Context: an optimization exercise on an open-source flow, tuned for small area, a short achievable clock period and few clock cycles. The choices shown serve that exercise and are no tape-out recipe. In this exercise RTL edits were held to simulation tests only and were not proved equivalent to the original.

## flow/design.v (module list and top-level ports; edited modules follow where they fit)
// module modarith_engine: 4427 lines
module modarith_engine (
    input  wire        clk,
    input  wire        rst,
    input  wire        start,
    input  wire [2:0]  op,
    input  wire        b52,
    input  wire [63:0] a,
    input  wire [63:0] b,
    input  wire [63:0] c,
    input  wire [63:0] q,
    output wire        ready,
    output reg         done,
    output wire [63:0] result,
    output reg  [2:0]  err_code,
    output reg  [7:0]  err_cause,
    output reg  [1:0]  err_index
);
  // ...
==> flow/run.sh <==
#!/bin/bash
# synth_recipe.tcl (not shown) runs the flow's synth.tcl, then flattens the netlist and writes it again
# the make line also repeats each setting of config.mk as NAME=value (left out here)
make -C /OpenROAD-flow-scripts/flow DESIGN_CONFIG=/design/flow/config.mk WORK_HOME=/design/flow/orfs CLKGATE_MAP_FILE= SYNTH_SCRIPT=/design/flow/synth_recipe.tcl finish
==> flow/config.mk <==
export PLATFORM = sky130hd
export DESIGN_NAME = modarith_engine
export DESIGN_NICKNAME = modarith_engine
export VERILOG_FILES = /design/flow/design.v
export SDC_FILE = /design/flow/constraint.sdc
export NUM_CORES = 8
export LEC_CHECK = 0
export CAP_MARGIN = 20
export CORE_MARGIN = 2
export CORE_UTILIZATION = 40
export PLACE_DENSITY = 0.55
export SETUP_SLACK_MARGIN = 5
export SLEW_MARGIN = 20
export TNS_END_PERCENT = 5
==> flow/constraint.sdc <==
create_clock -name core_clock -period 12.0 [get_ports {clk}]
set_input_delay 2.4000 -clock core_clock [delete_from_list [all_inputs] [get_ports {clk}]]
set_output_delay 2.4000 -clock core_clock [all_outputs]
set_load 0.01 [all_outputs]
==> results.cfg, run 1 <==
[run_status]
status = no timing/DRC/antenna violations

[cells_and_area]
clock_buffers = 118
layout_commonest_cell = inv_1
layout-drive-gt1-share_pct = 11.6
num-multi-input-gates = 6994
fillers = 19000
multi_input_area_um2 = 57400
design_area_um2 = 90300

[routing]
drt_iter0_drc = 12500
via_per_inst = 6.47
m1WireLength_um = 170000
dr.max_layer_used = met5

[worst_setup_path]
r2r-start = S[57]
worst-path-buf-inv = 10
r2r_slack_ns = 3.15
crit_cells = 37

[timing]
setup_slack_ns = 3.15

[logic_synthesis]
netlist_top_cells_area = fa_1 (22%), edfxtp_1 (11%), dfxtp_1 (8.0%), inv_1 (6.3%), nand2_1 (5.7%)
netlist_area_um2 = 76900

[place]
place.port_buffers = 338

[die]
io_pins = 342
die_x_um = 442

[clocking]
cts_tree = done
postCtsSetupRepairBufs = 128
htreeDepth = 3
Testbench counts, summed over its fixed seeds: cycles 84,070.
==> inputs of run 2 (changes only) <==
--- a/flow/design.v
+++ b/flow/design.v
@@ -19,63 +19,72 @@
     localparam OP_BRED    = 3'd1;
     localparam OP_POWMOD  = 3'd2;
     localparam OP_PRTEST  = 3'd3;
     localparam OP_MULFAC  = 3'd4;
     localparam OP_MULLAZY = 3'd5;
     localparam ST_IDLE = 3'd0;
     localparam ST_C1   = 3'd1;    
     localparam ST_C2   = 3'd2;    
-    localparam ST_C3   = 3'd6;    
     localparam ST_LOOP = 3'd3;    
     localparam ST_FIN  = 3'd4;    
     localparam ST_POST = 3'd5;    
-    localparam P_BASE = 2'd0;
-    localparam P_SQ   = 2'd1;
-    localparam P_MUL  = 2'd2;
+    localparam P_BASE = 3'd0;    
+    localparam P_SQ   = 3'd1;    
+    localparam P_MUL  = 3'd2;    
+    localparam P_B3   = 3'd3;    
+    localparam P_SQ2  = 3'd4;    
+    localparam XS_A  = 2'd0;
+    localparam XS_C  = 2'd1;
+    localparam XS_QA = 2'd2;
     localparam W = 72;
     reg  [2:0]   state;
     reg  [2:0]   op_r;
     reg          b52_r;
     reg  [63:0]  A, B, Cc, Q;
     reg  [5:0]   s_r;
     reg  [W-1:0] S, C;
-    reg  [66:0]  Y;
-    reg  [1:0]   wo;
+    reg  [3:0]   dreg;         
+    reg  [1:0]   dsel;         
     reg  [64:0]  QA;
     reg  [1:0]   qp;           
     reg  [5:0]   cnt;
     reg  [5:0]   ecnt;
-    reg          xsel;
+    reg  [1:0]   xsel;
     reg          m3, m4, qfix, enorm, fchk, fbad, ovf;
-    reg  [1:0]   pw;
+    reg  [2:0]   pw;
+    reg          first, win;
     reg  [1:0]   ph;
     reg  [7:0]   dxt;
     reg  [7:0]   mu_lo;
     assign ready  = (state == ST_IDLE);
     assign result = Cc;
     function [6:0] lzc64(input [63:0] x);
         integer i;
         begin
             lzc64 = 7'd64;
             for (i = 0; i < 64; i = i + 1)
                 if (x[i]) lzc64 = 7'd63 - i[6:0];
         end
     endfunction
-    function [3:0] window(input [66:0] y, input [1:0] o);
-        case (o)
-            2'd0: window = y[63:60];
-            2'd1: window = y[64:61];
-            2'd2: window = y[65:62];
-            default: window = y[66:63];
-        endcase
+    function [3:0] bnib(input [63:0] x, input [5:0] i);
+        bnib = i[5] ? 4'd0 : x[4*i[3:0] +: 4];
+    endfunction
+    function [3:0] cwin(input [63:0] x, input [3:0] J, input [1:0] o);
+        reg [67:0] xe;
+        reg [7:0]  w;
+        begin
+            xe = {4'd0, x};
+            w  = xe[4*J +: 8];
+            cwin = w[o +: 4];
+        end
     endfunction
-    wire [63:0] X   = xsel ? Cc : A;
+    wire [63:0] X   = (xsel == XS_C) ? Cc : (xsel == XS_QA) ? QA[63:0] : A;
     wire [63:0] Qop = m3 ? 64'h8000_0000_0000_0000 : Q;
-    wire [3:0]  dg  = window(Y, wo);
+    wire [3:0]  dg  = dreg;
     wire [8:0]  mu  = {1'b1, mu_lo};
 wire fe_s0 = S[56] ^ C[56];
 wire fe_c0 = S[56] & C[56];
 wire fe_s1 = S[57] ^ C[57] ^ dxt[1];
 wire fe_c1 = (S[57] & C[57]) | (S[57] & dxt[1]) | (C[57] & dxt[1]);
 wire fe_s2 = S[58] ^ C[58] ^ dxt[2];
 wire fe_c2 = (S[58] & C[58]) | (S[58] & dxt[2]) | (C[58] & dxt[2]);
 wire fe_s3 = S[59] ^ C[59] ^ dxt[3];
@@ -508,17 +517,17 @@
 assign prod[11] = prod_p0_11 ^ prod_g4_10;
 assign prod[12] = prod_p0_12 ^ prod_g4_11;
 assign prod[13] = prod_p0_13 ^ prod_g4_12;
 assign prod[14] = prod_p0_14 ^ prod_g4_13;
 assign prod[15] = prod_p0_15 ^ prod_g4_14;
 assign prod[16] = prod_p0_16 ^ prod_g4_15;
 assign prod[17] = prod_p0_17 ^ prod_g5_16;
     wire [5:0]  that = vh[11] ? 6'd0 : prod[17:12];
-    wire [3:0]  edig = b52_r ? QA[63:60] : QA[64:61];
+    wire [3:0]  edig = QA[64:61];    
     wire [5:0]  tq   = m4 ? {2'd0, edig} : that;
     wire [W-1:0] tS, tC;
 wire ft_s0 = S[0] ^ C[0];
 wire ft_c0 = S[0] & C[0];
 wire ft_s1 = S[1] ^ C[1] ^ (dg[0] & X[5]);
 wire ft_c1 = (S[1] & C[1]) | (S[1] & (dg[0] & X[5])) | (C[1] & (dg[0] & X[5]));
 wire ft_s2 = S[2] ^ C[2];
 wire ft_c2 = S[2] & C[2];
@@ -3894,17 +3903,16 @@
 assign D[68] = D_p0_68 ^ D_g7_67;
 assign D[69] = D_p0_69 ^ D_g7_68;
 assign D[70] = D_p0_70 ^ D_g7_69;
 assign D[71] = D_p0_71 ^ D_g7_70;
     wire         ge   = ~D[W-1] & ~m4;
     wire [63:0]  Rred = ge ? D[63:0] : R[63:0];
     wire [64:0]  QAp  = QA + {59'd0, qp, 3'd0, ge};
     wire        feq  = (QAp == {1'b0, Cc});
-    wire        nx_sq = (pw == P_BASE) || !(pw == P_SQ && B[62]);
     wire        qok    = (Q[63:62] == 2'b00) && (|Q[61:1]);
     wire        AgeQ   = ge;             
     wire        BgeQ   = (B >= Q);
     wire [63:0] smask  = ~(64'hFFFF_FFFF_FFFF_FFFF << s_r);
     wire        prt_ge = ge;             
     wire [6:0]  lzQ    = lzc64(Q);
     wire [6:0]  lzB    = lzc64(B);
     reg  [63:0] rot_in;
@@ -4173,51 +4181,59 @@
         8'd251: rom_mu = 8'd2;
         8'd252: rom_mu = 8'd1;
         8'd253: rom_mu = 8'd1;
         8'd254: rom_mu = 8'd0;
         8'd255: rom_mu = 8'd0;
         default: rom_mu = 8'd0;
     endcase
 end
+    wire [5:0]  nidx  = cnt - 6'd2 - ((m3 & b52_r) ? 6'd3 : 6'd0);
+    wire [3:0]  nJ    = cnt[3:0] - 4'd2 + s_r[5:2];
+    wire [3:0]  dnext = (dsel == 2'd1) ? bnib(B, nidx) :
+                        (dsel == 2'd2) ? cwin(Cc, nJ, s_r[1:0]) : 4'd0;
     reg  [3:0]  md;
     reg  [7:0]  mx;
     wire [11:0] mprod = md * mx;
     reg  [2:0]   state_n;
     reg  [2:0]   op_n;
     reg          b52_n;
     reg  [63:0]  A_n, B_n, Cc_n, Q_n;
     reg  [5:0]   s_n;
-    reg  [66:0]  Y_n;
-    reg  [1:0]   wo_n;
+    reg  [3:0]   dreg_n;
+    reg  [1:0]   dsel_n;
     reg  [64:0]  QA_n;
     reg  [1:0]   qp_n;
     reg  [5:0]   cnt_n, ecnt_n;
-    reg          xsel_n, m3_n, m4_n, qfix_n, enorm_n, fchk_n, fbad_n, ovf_n;
-    reg  [1:0]   pw_n, ph_n;
+    reg  [1:0]   xsel_n;
+    reg          m3_n, m4_n, qfix_n, enorm_n, fchk_n, fbad_n, ovf_n, first_n, win_n;
+    reg  [63:0]  acc_d;
+    reg  [2:0]   pw_n;
+    reg  [1:0]   ph_n;
     reg          done_n;
     reg  [2:0]   ec_n;
     reg  [7:0]   ca_n;
     reg  [1:0]   ix_n;
     reg  [11:0]  dxp;
     reg  [W-1:0] S_n, C_n;
     reg          err;
     always @* begin
         state_n = state; op_n = op_r; b52_n = b52_r;
         A_n = A; B_n = B; Cc_n = Cc; Q_n = Q; s_n = s_r;
-        Y_n = {Y[62:0], 4'd0}; wo_n = wo;
+        dreg_n = dnext; dsel_n = dsel;
         QA_n = 65'd0; qp_n = 2'd0;
         cnt_n = cnt - 6'd1; ecnt_n = ecnt; xsel_n = xsel;
         m3_n = m3; m4_n = m4; qfix_n = 1'b0; enorm_n = 1'b0; fchk_n = 1'b0;
+        first_n = first; win_n = win; acc_d = Rred;
         fbad_n = fbad; ovf_n = ovf;
         pw_n = pw; ph_n = ph;
         done_n = 1'b0;
         ec_n = err_code; ca_n = err_cause; ix_n = err_index;
         rot_in = B; rot_amt = 6'd0;
-        md = window({Y[62:0], 4'd0}, wo); mx = X[63:56];
+        md = dnext; mx = X[63:56];
         dxp = mprod;
         rom_idx = Q[62:55];
         err = 1'b0;
         S_n = (state == ST_LOOP) ? tS : {W{1'b0}};
         C_n = (state == ST_LOOP) ? tC : {W{1'b0}};
         case (state)
             ST_IDLE: begin
                 if (start) begin
@@ -4234,22 +4250,23 @@
                 end
             end
             ST_C1: begin
                 rot_in  = Q;
                 rot_amt = lzQ[5:0];
                 Q_n     = rot_out;
                 s_n     = lzQ[5:0];
                 rom_idx = rot_out[62:55];
-                Y_n     = {3'd0, (4'd1 << lzQ[1:0]), 60'd0};
-                wo_n    = 2'd0;
-                xsel_n  = 1'b0;
+                dreg_n  = 4'd1 << lzQ[1:0];
+                dsel_n  = 2'd0;
+                xsel_n  = XS_A;
                 cnt_n   = {2'd0, lzQ[5:2]} + 6'd1;
-                dxp     = {4'd0, A[63:56]} << lzQ[1:0];
+                md      = 4'd1 << lzQ[1:0]; mx = A[63:56];
                 pw_n    = P_BASE;
+                first_n = 1'b1; win_n = 1'b0;
                 ph_n    = 2'd0;
                 state_n = ST_LOOP;
                 case (op_r)
                     OP_MULMOD: state_n = ST_C2;
                     OP_POWMOD, OP_PRTEST: begin
                         enorm_n = 1'b1;
                         if ((op_r == OP_POWMOD) ? (B == 64'd0) : (B[63:1] == 63'd0)) begin
                             Cc_n = (op_r == OP_POWMOD) ? 64'd1 : {63'd0, Q == 64'd2};
@@ -4272,28 +4289,26 @@
                 end
                 if (err) begin
                     Cc_n = 64'd0; done_n = 1'b1; state_n = ST_IDLE;
                 end
             end
             ST_C2: begin    
                 rot_in = A; rot_amt = s_r;
                 A_n = rot_out;
-                state_n = ST_C3;
-            end
-            ST_C3: begin    
-                rot_in = B; rot_amt = s_r;
-                Y_n = {3'd0, rot_out};
-                wo_n = s_r[1:0];
+                dsel_n = 2'd1;
+                dreg_n = bnib(B, 6'd15 - {2'd0, s_r[5:2]});
                 cnt_n = 6'd16 - {2'd0, s_r[5:2]};
-                md = window({3'd0, rot_out}, s_r[1:0]); mx = A[63:56];
+                md = dreg_n; mx = rot_out[63:56];
                 state_n = ST_LOOP;
             end
             ST_LOOP: begin
-                if (m4) begin
+                if (op_r == OP_POWMOD || op_r == OP_PRTEST) begin
+                    QA_n = QA;    
+                end else if (m4) begin
                     QA_n = {QA[60:0], 4'd0};
                 end else begin
                     QA_n = {QA[60:0] + {55'd0, qp, 4'd0}, tq[3:0]};
                     qp_n = tq[5:4];
                 end
                 if (qfix) begin
                     rot_in = Q; rot_amt = 6'd0 - s_r;
                     Q_n = rot_out;
@@ -4315,77 +4330,100 @@
             end
             ST_FIN: begin
                 case (op_r)
                     OP_MULMOD, OP_BRED: begin
                         Cc_n = Rred;
                         state_n = ST_POST;
                     end
                     OP_POWMOD, OP_PRTEST: begin
-                        Cc_n = Rred;
-                        Y_n = {3'd0, Rred};
-                        wo_n = s_r[1:0];
+                        Cc_n = Rred;    
+                        QA_n = QA;
+                        if (pw == P_B3) begin
+                            QA_n = {1'b0, Rred};
+                            Cc_n = Cc;
+                            acc_d = Cc;
+                            win_n = 1'b1;
+                        end
+                        dsel_n = 2'd2;
+                        dreg_n = cwin(acc_d, 4'd15, s_r[1:0]);
                         cnt_n = 6'd16 - {2'd0, s_r[5:2]};
-                        md = window({3'd0, Rred}, s_r[1:0]);
-                        mx = nx_sq ? Rred[63:56] : A[63:56];
                         state_n = ST_LOOP;
                         pw_n = P_SQ;
-                        xsel_n = 1'b1;
+                        xsel_n = XS_C;
+                        first_n = 1'b0;
                         case (pw)
                             P_BASE: begin
                                 A_n = Rred;
+                                first_n = 1'b1;
                                 if (ecnt == 6'd0) state_n = ST_POST;
                             end
-                            P_SQ: begin
-                                if (B[62]) begin
-                                    pw_n = P_MUL;
-                                    xsel_n = 1'b0;
+                            P_SQ, P_B3: begin
+                                if (pw == P_SQ && first && ecnt >= 6'd8) begin
+                                    pw_n = P_B3;           
+                                    xsel_n = XS_A;
+                                end else if (B[62]) begin
+                                    if (win && ecnt >= 6'd2 && B[61]) begin
+                                        pw_n = P_SQ2;
+                                        B_n = {B[62:0], 1'b0};
+                                        ecnt_n = ecnt - 6'd1;
+                                    end else begin
+                                        pw_n = P_MUL;
+                                        xsel_n = XS_A;
+                                    end
                                 end else begin
                                     B_n = {B[62:0], 1'b0};
                                     ecnt_n = ecnt - 6'd1;
                                     if (ecnt == 6'd1) state_n = ST_POST;
                                 end
                             end
+                            P_SQ2: begin
+                                pw_n = P_MUL;
+                                xsel_n = XS_QA;
+                            end
                             default: begin
                                 B_n = {B[62:0], 1'b0};
                                 ecnt_n = ecnt - 6'd1;
                                 if (ecnt == 6'd1) state_n = ST_POST;
                             end
                         endcase
+                        md = dreg_n;
+                        mx = (xsel_n == XS_C) ? acc_d[63:56] : (xsel_n == XS_QA) ? QA[63:56] : A[63:56];
                         if (state_n == ST_POST && op_r == OP_PRTEST) begin
                             S_n = {8'd0, Rred | smask};
                             C_n = {{(W-1){1'b0}}, 1'b1};
                         end
                     end
                     OP_MULFAC: begin
                         Cc_n = QAp[63:0];
                         done_n = 1'b1;
                         state_n = ST_IDLE;
                     end
                     default: begin  
                         case (ph)
                             2'd0: begin
                                 fbad_n = ~feq;
                                 ovf_n  = b52_r && (B[63:52] != 12'd0);
                                 fchk_n = 1'b1;
-                                rot_in = B; rot_amt = b52_r ? 6'd11 : 6'd0;
-                                Y_n = {3'd0, rot_out}; wo_n = 2'd0;
-                                cnt_n = 6'd16; xsel_n = 1'b1;
-                                md = rot_out[63:60]; mx = Cc[63:56];
+                                dsel_n = 2'd1;
+                                dreg_n = bnib(B, b52_r ? 6'd12 : 6'd15);
+                                cnt_n = 6'd16; xsel_n = XS_C;
+                                md = dreg_n; mx = Cc[63:56];
                                 m3_n = 1'b1; qfix_n = 1'b1;
                                 rom_idx = 8'd0;
                                 ph_n = 2'd1;
                                 state_n = ST_LOOP;
                             end
                             2'd1: begin
                                 QA_n = QAp;
                                 m3_n = 1'b0; m4_n = 1'b1;
-                                rot_in = B; rot_amt = 6'd0;
-                                Y_n = {3'd0, rot_out}; wo_n = 2'd0;
-                                cnt_n = 6'd16; xsel_n = 1'b0;
+                                dsel_n = 2'd1;
+                                dreg_n = bnib(B, 6'd15);
+                                cnt_n = 6'd16; xsel_n = XS_A;
+                                md = dreg_n; mx = A[63:56];
                                 ph_n = 2'd2;
                                 state_n = ST_LOOP;
                             end
                             default: begin
                                 Cc_n = Rred;
                                 done_n = 1'b1;
                                 state_n = ST_IDLE;
                             end
@@ -4410,18 +4448,18 @@
         end else begin
             state <= state_n;
             done  <= done_n;
         end
         op_r <= op_n; b52_r <= b52_n;
         A <= A_n; B <= B_n; Cc <= Cc_n; Q <= Q_n; s_r <= s_n;
         S <= S_n;
         C <= C_n;
-        Y <= Y_n; wo <= wo_n; QA <= QA_n; qp <= qp_n;
+        dreg <= dreg_n; dsel <= dsel_n; QA <= QA_n; qp <= qp_n;
         cnt <= cnt_n; ecnt <= ecnt_n; xsel <= xsel_n;
         m3 <= m3_n; m4 <= m4_n; qfix <= qfix_n; enorm <= enorm_n;
         fchk <= fchk_n; fbad <= fbad_n; ovf <= ovf_n;
-        pw <= pw_n; ph <= ph_n;
+        pw <= pw_n; ph <= ph_n; first <= first_n; win <= win_n;
         err_code <= ec_n; err_cause <= ca_n; err_index <= ix_n;
         dxt <= dxp[11:4];
         mu_lo <= rom_mu;
     end
 endmodule
==> flow/config.mk (replaced) <==
export PLATFORM = sky130hd
export DESIGN_NAME = modarith_engine
export DESIGN_NICKNAME = modarith_engine
export VERILOG_FILES = /design/flow/design.v
export SDC_FILE = /design/flow/constraint.sdc
export NUM_CORES = 8
export LEC_CHECK = 0
export CAP_MARGIN = 20
export CORE_MARGIN = 2
export CORE_UTILIZATION = 40
export PLACE_DENSITY = 0.65
export SETUP_SLACK_MARGIN = 5
export SLEW_MARGIN = 20
export TNS_END_PERCENT = 5
==> run 2 against run 1 <==
Final cell count is 2.3% higher; maximum frequency is 0.88% lower; first-iteration DRC count is 11% higher; final area is 3.3% higher; critical path type unchanged; critical endpoint is now mu_lo[4]; largest cell class unchanged.
==> results.cfg, run 2 <==
[run_status]
status = no timing/DRC/antenna violations

[clocking]
numCtsBuffers = 78
cts_tree = done
cts_sinks = 538
clk_pin_slew_ns = 0.06
cts_buffer_depth = 3
htreeDepth = 3
cts-root-buf = clkbuf_16
clk_latency_ns = 0.77

[cells_and_area]
area_growth_pct = 16.9
layout_commonest_cell = inv_1
design_area_um2 = 93300
fin_nets = 11300
fillers = 19400
final_cell_mix = inv_1 (1263), nand2_1 (971), nor2_1 (887)
top_regs = C (72), S (72), QA (65)
final_util_pct = 47.2
layout-drive-gt1-share_pct = 12.4

[routing]
routed_wl_um = 490000
firstDrtPassIters = 9
drt_iter0_drc = 13900
drcViolationCount = 0
via_count = 83700
via_per_inst = 6.62
wl_per_cell_um = 38.8
ant_nets = 0

[worst_setup_path]
start_kind = flop
critical_path.max_stage_delay_ns = 0.90
end_kind = flop
path_class = flop to flop
crit_path_max_fanout = 43
crit_start = Q[43]
cp.required_ns = 12.67
r2r_slack_ns = 3.08
r2r-start = Q[43]
critPathArrivalTime_ns = 9.60
critPathSlowestCell = o21ai_2
path_cells = nor2_2 -> o2111ai_1 -> or3_1 -> a211o_1 -> buf_4 -> nand2_4 -> buf_8 -> mux2_2 -> a21oi_1 -> a21oi_1 -> o211ai_1 -> nand4_2 -> o21ai_2 -> inv_2 -> ha_1 -> and4_1 -> nor4_1 -> a211oi_1 -> a211oi_1 -> mux2_2

[place]
place.port_buffers = 338
placed_cell_area_um2 = 87000
place.gp.congestion = 1.11
dp_hpwl_um = 377000

[timing]
drv_slew = 0
rsz0062_at_grt = true
finalCritPeriodShare_pct = 74.4
finalHoldViolations = 0
worstMarginPinSlew_ns = 1.35
fin_crit_ns = 8.92
timing.setup.tns_ns = 0
clock_skew_ns = 0.0608
whs_ns = 0.658
slew_headroom_pct = 9.44
fmax_mhz = 112
setup_viol = 0

[logic_synthesis]
async_reset_ff_share_pct = 0
synth.most_common_cell = inv_1
synth_largest_area_cell = fa_1
synth_compound_area_share_pct = 18.5
synth-edff-count = 359
syn_inst = 9602
synth.avg_cell_area_um2 = 8.31
synth.top_cells.by_count = inv_1 (1280), nand2_1 (987), nor2_1 (912)
synthSimpleGateAreaFrac_pct = 18.3
synth_top_area_share_pct = 21.1
yosysUniqueCellTypes = 121
synth_flop_cell = edfxtp_1
synth_xor_area_share_pct = 3.74
synth-seq-cells = 538
synth-seq-area-share_pct = 18.0
yosysWarningCount = 1
netlist_top_cells_area = fa_1 (21%), edfxtp_1 (14%), inv_1 (6.0%), ha_1 (5.0%), nand2_1 (4.6%)
synth_top_family_by_area = adder cells
synth_fa_ha_area_share_pct = 26.1
yosys-mux-area-fraction_pct = 6.27
netlist_area_um2 = 79800

[die]
die_x_um = 451
start_util_pct = 40.3
die_area_um2 = 203000
io_pins = 342
core_area_um2 = 198000
die_h_um = 451
rows = 163

[global_route]
antenna_found_initial = 59
grt_max_degree = 87
grt_pass1_vias = 80200
grt_usage_pct = 46.7
gr-total-overflow = 0
grt_pass1_wl_um = 662000

[run]
maxCapViolCount = 0

[hold_path]
hp-start = cnt[0]
hold_class = flop to flop
## run 2: cell count changes in the layout (fill, tap and decap cells not counted), moves of 55 or more
cell and change:
o21ai_0 -109, fa_1 -111, dfxtp_1 -130, nor2_1 -123, mux4_2 +66, mux2i_1 -55
a21oi_1 +63, nor3_1 +103, fa_2 +113, nand2_1 -158, and2_1 +335, edfxtp_1 +69
## run 2: worst paths after layout
check / cells past startpoint / endpoint
worst max-delay path: 20 / mu_lo[4]
worst min-delay path: 1 / cnt[0]
worst max register to register: 20 / mu_lo[4]
worst min register to register: 1 / cnt[0]
## run 2: what timing repair did
item	in CTS	in global routing
endpoints found under the hold margin	0	0
setup buffers	147	13
pin swaps	83	30
hold buffers	0	0
cloned	18	7
resized for setup	279	36
setup endpoints to repair	413	301
## run 2: critical path, delay by kind of cell (launching register included)
family,cells,cell delay (ns)
DFF,1,0.79
and+or+nand+nor,6,2.82
AOI/OAI and AO/OA,8,3.03
buffers and inverters,3,0.87
muxes,2,0.72
adders and majority gates,1,0.43
## run 2: cells by family after synthesis
kind of cell	Yosys count
other	1
AOI/OAI and AO/OA	2168
xor gates and xnor gates	341
buffers and inverters	1876
and+or+nand+nor	3111
adders and majority gates	1159
DFF	538
muxes	408
## run 2: layout make-up
cell class	instances	area (um2)	share of cell area (%)
multi-input cells	7196	60100	64.5
flip-flops and latches	538	14400	15.4
repair buffers	795	7800	8.36
inverters	1290	4860	5.21
well taps	2640	3300	3.54
clock buffers	101	2180	2.34
clock inverters	44	520	0.558
diodes	34	85.1	0.0912
repair inverters	1	5.00	0.00537
## run 2: metrics by stage
stage	std cells	setup WS [ns]
floorplan	9604	3.80
global placement	12300	1.94
detailed placement	12300	1.76
CTS	12600	3.13
global route	12600	2.89
finish	12600	3.08
## run 2: metal layers
layer / wire length [um] / share of wire [%] / global-route usage, % / vias to the layer above
li1: - / - / - / 33500
met1: 180000 / 37 / 58.1 / 41700
met2: 195000 / 40 / 64.5 / 6759
met3: 68900 / 14 / 18.3 / 1720
met4: 46200 / 9.4 / 35.6 / 40
met5: 253 / 0.052 / 0.521 / -
Testbench counts of run 2, summed over its fixed seeds: cycles 78,843.
==> inputs of run 3 (changes only) <==
--- a/flow/config.mk
+++ b/flow/config.mk
@@ -10,3 +10,3 @@
 export CORE_UTILIZATION = 40
-export PLACE_DENSITY = 0.65
+export PLACE_DENSITY = 0.55
 export SETUP_SLACK_MARGIN = 5
==> run 3 against run 2 <==
Via count down 1.1%; register-to-register slack worse by 0.23 ns; final cell count about the same; non-clock buffer count shrank 16; hold slack got worse by 0.027 ns; clock skew up 0.0059 ns; synthesized cell count stayed put.
==> results.cfg, run 3 <==
[run_status]
status = no timing/DRC/antenna violations

[worst_setup_path]
crit_path_max_fanout = 34
cp.required_ns = 12.57
reg2regPathDepth = 19
start_kind = flop
path_class = flop to flop
critPathArrivalTime_ns = 9.72
r2r-start = Q[32]
endpoint = mu_lo[3]
crit_start = Q[32]
r2r-end = mu_lo[3]
end_kind = flop
r2r_slack_ns = 2.85

[global_route]
gr-total-overflow = 0
grt_max_degree = 94
antenna_found_initial = 50
grt_pass1_wl_um = 656000
grt_pass1_vias = 80000
grt_usage_pct = 46.3

[logic_synthesis]
synth-seq-area-share_pct = 18.0
synth.avg_cell_area_um2 = 8.31
netlist_top_cells_area = fa_1 (21%), edfxtp_1 (14%), inv_1 (6.0%), ha_1 (5.0%), nand2_1 (4.6%)
synth_largest_area_cell = fa_1
synth_top_area_share_pct = 21.1
synth_flop_cell = edfxtp_1
yosysWarningCount = 1
yosysUniqueCellTypes = 121
synth.top_cells.by_count = inv_1 (1280), nand2_1 (987), nor2_1 (912)
async_reset_ff_share_pct = 0
synth-seq-cells = 538
synth-edff-count = 359
syn_inst = 9602
netlist_area_um2 = 79800
synth.most_common_cell = inv_1

[timing]
clock_skew_ns = 0.0667
finalHoldViolations = 0
slew_headroom_pct = 8.20
setup_slack_ns = 2.85
fmax_mhz = 109
timing.setup.tns_ns = 0
setup_viol = 0
worstMarginPinSlew_ns = 1.38
rsz0062_at_grt = true
drv_slew = 0
fin_crit_ns = 9.15
finalCritPeriodShare_pct = 76.3

[die]
die_h_um = 451
core_area_um2 = 198000
die_x_um = 451
die_area_um2 = 203000
io_pins = 342
rows = 163
start_util_pct = 40.3

[cells_and_area]
area_growth_pct = 17.4
top_regs = C (72), S (72), QA (65)
fillers = 19500
layout-drive-gt1-share_pct = 12.7
fin_nets = 11300
layout_commonest_cell = inv_1
final_cell_mix = inv_1 (1259), nand2_1 (973), nor2_1 (884)

[routing]
via_count = 82800
via_per_inst = 6.55
firstDrtPassIters = 11
drt_iter0_drc = 12500
ant_nets = 0
routed_wl_um = 488000
wl_per_cell_um = 38.6
drcViolationCount = 0

[place]
place.gp.congestion = 1.09
pre_cts_ws_ns = 1.37
place.port_buffers = 338
dp_hpwl_um = 378000

[clocking]
numCtsBuffers = 82
cts_buffer_depth = 3
htreeDepth = 3
cts_tree = done
cts_hold_buf = 0
clk_pin_slew_ns = 0.06
cts-root-buf = clkbuf_16
clk_latency_ns = 0.79
cts_sinks = 538

[run]
maxCapViolCount = 0

[hold_path]
hold_class = flop to flop
==> run 3: logic make-up (layout without fill, tap and decap cells) <==
group	Yosys count	after routing	share of synthesized area [%]
fa+ha+maj	1159	1159	26.1
simple gates	3111	3116	18.3
other cells	1	39	0.00470
flops	538	538	18.0
mux	408	408	6.27
xor+xnor	341	341	3.74
buf+inv	1876	2221	9.16
compound gates	2168	2169	18.5
==> run 3: worst min path at each step <==
stage	from	cells past startpoint	endpoint	slack [ns]
finish	B[14]	2	B[15]	0.63
global route	B[14]	2	B[15]	0.67
CTS	cnt[0]	1	cnt[0]	0.61
detailed placement	cnt[0]	1	cnt[0]	0.59
global placement	cnt[0]	1	cnt[0]	0.59
floorplan	cnt[0]	1	cnt[0]	0.50
==> run 3: layer usage <==
metal | part of all wire [%] | vias up | track usage [%]
met2 | 40 | 6370 | 64.5
met3 | 13 | 1494 | 17.1
met4 | 8.8 | 34 | 31.8
met1 | 38 | 41400 | 59.2
li1 | - | 33500 | -
met5 | 0.062 | - | 0
==> run 3: what timing repair did <==
| item | 4_1_cts | 5_1_grt |
|---|---|---|
| buffers inserted | 121 | 25 |
| gates resized for setup | 341 | 65 |
| setup endpoints to repair | 427 | 288 |
| pin swaps | 65 | 40 |
| gates cloned | 11 | 12 |
==> run 3: through the flow <==
step / util (%) / hold WS [ns] / std cells / instance area, um2
after detailed placement: 44.0 / 0.593 / 12300 / 87000
after global placement: 44.0 / 0.588 / 12300 / 87000
final: 47.4 / 0.631 / 12600 / 93700
after CTS: 46.9 / 0.614 / 12600 / 92700
after floorplan: - / 0.500 / 9604 / 80300
after global routing: 47.3 / 0.673 / 12600 / 93600
==> run 3: area by class of cell <==
type                       instances  area [um2]  area share [%]
antenna                           36        90.1          0.0962
clock buffer                     109        2310            2.46
clock inverter                    43         440           0.470
inverter                        1290        4880            5.21
multi-input combinational       7196       60500            64.5
sequential                       538       14400            15.4
tap                             2640        3300            3.53
timing repair buffer             779        7810            8.33
==> run 3: worst max-delay path: stages, from the launching register on <==
cell and delay [ns]:
edfxtp_1 0.63, nor4_2 0.64, nand2_1 0.32, a311oi_2 0.59
o31ai_2 0.22, and3_2 0.38, nor2_4 0.27, buf_4 0.44
buf_4 0.46, a21oi_1 0.19, o211ai_1 0.70, nand4_2 0.77
o21ai_2 0.93, inv_2 0.30, ha_1 0.46, and4_1 0.24
o31ai_1 0.22, o21ai_1 0.09, mux2_2 0.30, a22oi_1 0.72

## re-timing with driven ports
In the flow no input, the clock included, has a driving cell. The finished layouts below were timed again as built, in two steps.
Step 1 assumes that a clkbuf_16 drives the clock port and a buf_2 every other input.
Step 2 moves the port delays by t, midway between the first and last clock arrival at a register: inputs arrive t later, outputs are due t later. That takes back most of the time a late clock gives input paths.
Slacks: ideal ports / drivers / drivers and shift; pairs: ideal ports / drivers.
run	t (ns)	slack for setup (ns)	worst setup path after step 2	worst register clock-pin slew, ns	worst slew at a driven data input, ns
run 1	0.843	3.153 / 3.153 / 3.153	register to register	0.07 / 0.07	0.09
run 2	0.838	3.075 / 3.075 / 3.075	register to register	0.07 / 0.07	0.09
run 3	0.849	2.847 / 2.847 / 2.847	register to register	0.07 / 0.07	0.09
After both steps every run listed still meets setup and hold.
